Source: an optimization exercise on an open RTL-to-GDS flow (aim: small area and a short achievable clock period). Production flows keep margins and buffers that such runs may drop.
RTL that was checked went through simulation tests only; none was proved equivalent to the original.

==> flow/design.v (excerpt) <==
module osc_bank #(
    parameter N      = 16,
    parameter D      = 4,
    parameter ADDR_W = 5
) (
    input  wire              clk,
    input  wire              rst,            
    input  wire [ADDR_W-1:0] address,
    input  wire              select,         
    input  wire [3:0]        mask,
    input  wire [15:0]       data_in,
    input  wire              write_enable,
    input  wire              update,
    output reg  [15:0]       data_out,
    output wire              write_error,
    output wire              read_error
);
    localparam [1:0] W_RAMP = 2'b00, W_SQUARE = 2'b01, W_TRI = 2'b10, W_SINE = 2'b11;
    reg [15:0] inc_r   [0:15];
    reg [15:0] disp_r  [0:15];    
    reg        sq_r    [0:15];    
    reg [1:0]  wave_r  [0:15];
    reg        dir_r   [0:15];
    reg [15:0] sin_r   [0:15];
    reg [15:0] cos_r   [0:15];
    reg        zr_r    [0:15];    
    reg        zs_r    [0:15];
    reg [3:0]  pval_r  [0:15];
    reg [3:0]  pmask_r [0:15];
    reg [15:0] cur;    
    reg        p0_v, p1_v, p2_v, p3_v;
  ...
make LEC_CHECK=0 CAP_MARGIN=20 CELL_PAD_IN_SITES_DETAIL_PLACEMENT=1 CELL_PAD_IN_SITES_GLOBAL_PLACEMENT=2 CORE_MARGIN=2 CORE_UTILIZATION=55 PLACE_DENSITY=0.7 SETUP_SLACK_MARGIN=5 SLEW_MARGIN=20 finish   # period 13.0 ns
run.sh (not shown) runs the stock make flow with config.mk's settings and CLKGATE_MAP_FILE= SYNTH_SCRIPT=/design/flow/synth_recipe.tcl, a recipe that flattens the netlist after the stock synthesis.
The starting point produced a clean layout.
Then changed:
==> flow/flow/run.sh (new file) <==
#!/bin/bash
# Standard layout (the standard.sh, standard synthesis), with two
# changes: the port buffers are buf_4 cells instead of the flow's default
# pick (a slow delay buffer), and timing repair aims for 6 ns of setup
# slack. All tool output goes to standard.log in this folder.
set -euo pipefail
export BUFFER_PORTS_ARGS="-buffer_cell sky130_fd_sc_hd__buf_4"
export SETUP_SLACK_MARGIN=6
bash standard.sh > standard.log 2>&1
==> flow/standard.sh (new file) <==
#!/bin/bash
# synth_recipe.tcl (not shown) runs the flow's synth.tcl, then flattens the netlist and writes it again
# the make line also repeats each setting of config.mk as NAME=value (left out here)
make -C /OpenROAD-flow-scripts/flow DESIGN_CONFIG=/design/flow/config.mk WORK_HOME=/design/flow/orfs CLKGATE_MAP_FILE= SYNTH_SCRIPT=/design/flow/synth_recipe.tcl "${@:-finish}"
- CTS_BUF_LIST: not set -> sky130_fd_sc_hd__clkbuf_8
- SETUP_SLACK_MARGIN: 5 -> not set
removed: flow/run.sh
The changed run went through all stages and came out clean.
Non-clock buffer count goes up by 2.
Wire length stays flat.
Area after synthesis stays the same.
Sequential share of layout area is about the same.
Core utilization goes down by 0.10 points.

* * *

JK:
Another version of the RTL of osc_bank (not shown whole).
Size: about 6000 cells after synthesis, roughly 1400 flip-flops, ~48 I/O pins.
clock: 13.0 ns
lec_check: 0
cap_margin: 20
cell_pad_in_sites_detail_placement: 1
cell_pad_in_sites_global_placement: 2
core_margin: 2
core_utilization: 55
place_density: 0.7
setup_slack_margin: 5
slew_margin: 20
Stock flow here: none of the scripts above is used.
Edits applied to the flow inputs when going from JK to MS:
Settings: SETUP_SLACK_MARGIN: 5 -> unset; PLACE_DENSITY: 0.7 -> 0.4; CORE_UTILIZATION: 55 -> 25.
--- outcome ---
- Going from JK to MS, signed area change from the synthesized netlist to the final layout grows by 5.7 points.
- Looking at wire length of the first global-routing pass, MS sits about 23% higher than JK does.
- Compared with JK, MS has less setup slack.
- End of the critical path: disp_r[14][2] -> MS, disp_r[12][15] -> JK
Input-level comparison between AL and MS:
Settings: CORE_UTILIZATION changed from 25 to 55; PLACE_DENSITY changed from 0.4 to 0.7.
[summary]
- AL | status: complete | timing, DRC, antenna: pass
- Cell with the largest stage delay on the worst path: and3b_4 -> AL, a21oi_1 -> MS
- Of AL and MS, AL shows the higher number of detailed-routing iterations run before antenna repair, with MS below it.
- Re via count: AL and MS aren't equal, and the lower value belongs to MS.
- Looking only at setup slack, and setting everything else aside, the higher value of AL and MS goes to AL.
- Taking AL over MS, the non-clock buffer count ratio works out to 0.78.
- The run showing the greater number of cells traversed by the worst register-to-register path is MS.
Function was not checked in any run of this note: the RTL went through the layout flow alone.

* * *

== run 1 ==
Another version of the RTL of osc_bank (not shown whole).
For scale: about 5,700 cells after synthesis, roughly 1,400 flip-flops, about 48 I/O pins, roughly 72,000 µm² of cells after synthesis.
Settings: LEC_CHECK=0, CAP_MARGIN=20, CELL_PAD_IN_SITES_DETAIL_PLACEMENT=1, CELL_PAD_IN_SITES_GLOBAL_PLACEMENT=2, CORE_MARGIN=2, CORE_UTILIZATION=55, CTS_BUF_LIST=sky130_fd_sc_hd__clkbuf_8, PLACE_DENSITY=0.7, SLEW_MARGIN=20; clock period 13.0 ns.
standard.sh (not shown) runs the stock make flow with config.mk's settings and CLKGATE_MAP_FILE= SYNTH_SCRIPT=/design/flow/synth_recipe.tcl, a recipe that flattens the netlist after the stock synthesis.
==> flow/flow/run.sh <==
#!/bin/bash
# Standard layout (the standard.sh, standard synthesis), with these
# changes: the port buffers are buf_4 cells instead of the flow's default
# pick (a slow delay buffer), timing repair aims for 6 ns of setup slack,
# and clock tree synthesis uses clkbuf_16 buffers without dummy loads,
# in clusters of up to 24 sinks.
# All tool output goes to standard.log in this folder.
set -euo pipefail
export BUFFER_PORTS_ARGS="-buffer_cell sky130_fd_sc_hd__buf_4"
export SETUP_SLACK_MARGIN=6
export CTS_ARGS="-sink_clustering_enable -repair_clock_nets -buf_list sky130_fd_sc_hd__clkbuf_16 -dont_use_dummy_load -sink_clustering_size 24 -sink_clustering_max_diameter 120"
bash standard.sh > standard.log 2>&1
Modified inputs, run 2 compared to run 1
==> flow/flow/run.sh <==
#!/bin/bash
# Standard layout (the standard.sh, standard synthesis), with two
# changes: the port buffers are buf_4 cells instead of the flow's default
# pick (a slow delay buffer), and timing repair aims for 6 ns of setup
# slack. All tool output goes to standard.log in this folder.
set -euo pipefail
export BUFFER_PORTS_ARGS="-buffer_cell sky130_fd_sc_hd__buf_4"
export SETUP_SLACK_MARGIN=6
bash standard.sh > standard.log 2>&1
Run 2 vs. run 1: number of antenna violations at the first check in global routing increased by 1 relative to the old numbers; slew at the pin with the worst max-slew slack decreased by 0.011 ns relative to the old numbers; growth of design area from synthesis to finish increased by 3.6 points relative to the old numbers. Core util | run 2 vs run 1 | run 2 higher. Run 1 → run 2: clock-buffer cell count up about 240%. Run 1 has completed all stages; timing, DRC and antenna checks passed. Run 2: all stages complete, timing, DRC and antenna checks passed. Routed wire in run 2 totals more than in run 1. Number of cells traversed by the worst register-to-register path is higher on run 2.
Here is what was changed in the inputs of run 3 compared with run 2.
==> flow/flow/run.sh <==
#!/bin/bash
# Standard layout (the standard.sh, standard synthesis), with these
# changes: the port buffers are buf_4 cells instead of the flow's default
# pick (a slow delay buffer), timing repair aims for 6 ns of setup slack,
# and clock tree synthesis uses clkbuf_8 buffers without dummy loads.
# All tool output goes to standard.log in this folder.
set -euo pipefail
export BUFFER_PORTS_ARGS="-buffer_cell sky130_fd_sc_hd__buf_4"
export SETUP_SLACK_MARGIN=6
export CTS_ARGS="-sink_clustering_enable -repair_clock_nets -buf_list sky130_fd_sc_hd__clkbuf_8 -dont_use_dummy_load"
bash standard.sh > standard.log 2>&1
Notes after the runs:
Run 3: all stages complete, timing, DRC and antenna checks passed
Going from run 2 to run 3, the cell area was found to have gone down by about 1.7%.
Compared with run 2, in run 3 wire length of the first global-routing pass went down, number of vias after detailed routing shows a reduction of 525, core utilization of the finished layout -1.1 points.
Between run 2 and run 3, the final-layout fill cell count figures differ only marginally.
On minimum setup slack in the final design, run 2 and run 3 are basically level.
Looking at met3 layer wire length in the routed design across run 2 and run 3, the one that comes out higher is run 3.
## Diff of input files: run 4 against run 3
==> flow/flow/run.sh <==
#!/bin/bash
# Standard layout (the standard.sh, standard synthesis), with two
# changes: the port buffers are buf_4 cells instead of the flow's default
# pick (a slow delay buffer), and timing repair aims for 7 ns of setup
# slack. All tool output goes to standard.log in this folder.
set -euo pipefail
export BUFFER_PORTS_ARGS="-buffer_cell sky130_fd_sc_hd__buf_4"
export SETUP_SLACK_MARGIN=7
bash standard.sh > standard.log 2>&1
[summary]
- Lower filler-free cell count of the finished design goes to run 3 over run 4.
- What run 3 reported for wire length has to be multiplied by 1.07 to get the figure for run 4.
- Of run 4 and run 3, it is run 4 that has the higher area growth from synthesis to layout.
- Worst hold slack delta for run 4 relative to run 3: 0.011 ns higher
- Of run 4 and run 3, the higher placer congestion estimate belongs to run 3.

[what the ideal ports hide]
In the flow no input, the clock included, has a driving cell. The finished layouts below were timed again as built, in two steps. Step 1: set_driving_cell puts a clkbuf_16 on clk and a buf_2 on each other input, an assumption about the parent block. Step 2, shift: input delay + t, output delay - t, t = (earliest + latest rising clock arrival at the registers) / 2. This alone moves slack from input paths to output paths. a / b / c = ideal ports / drivers / drivers and shift; a / b = the first two.
| run | t (ns) | slack for setup (ns) | latest minus earliest clock arrival (ns) | worst register clock-pin slew, ns | worst data-port slew with drivers (ns) |
|---|---|---|---|---|---|
| the first run of note 1 | 0.907 | 4.970 / 4.817 / 4.817 | 0.058 / 0.058 | 0.08 / 0.08 | 0.16 |
| the second run of note 1 | 1.101 | 5.907 / 5.778 / 5.778 | 0.090 / 0.090 | 0.08 / 0.08 | 0.16 |
| JK | 0.891 | 5.021 / 5.021 / 5.021 | 0.073 / 0.073 | 0.07 / 0.07 | 0.06 |
| MS | 0.945 | 3.744 / 3.744 / 3.744 | 0.080 / 0.080 | 0.07 / 0.07 | 0.06 |
| AL | 0.895 | 4.096 / 4.096 / 4.096 | 0.052 / 0.053 | 0.07 / 0.07 | 0.06 |
| run 1 | 0.772 | 5.982 / 5.864 / 5.864 | 0.094 / 0.093 | 0.11 / 0.11 | 0.15 |
| run 2 | 1.089 | 5.966 / 5.855 / 5.855 | 0.090 / 0.089 | 0.08 / 0.08 | 0.15 |
| run 3 | 1.025 | 5.968 / 5.849 / 5.849 | 0.152 / 0.152 | 0.07 / 0.07 | 0.14 |
| run 4 | 1.029 | 6.037 / 5.933 / 5.933 | 0.084 / 0.084 | 0.08 / 0.08 | 0.16 |
After both steps setup and hold are still met in every run listed. For the first run of note 1, which loses most, drivers alone change the setup slack by -0.153 ns; drivers and shift together by -0.153 ns.
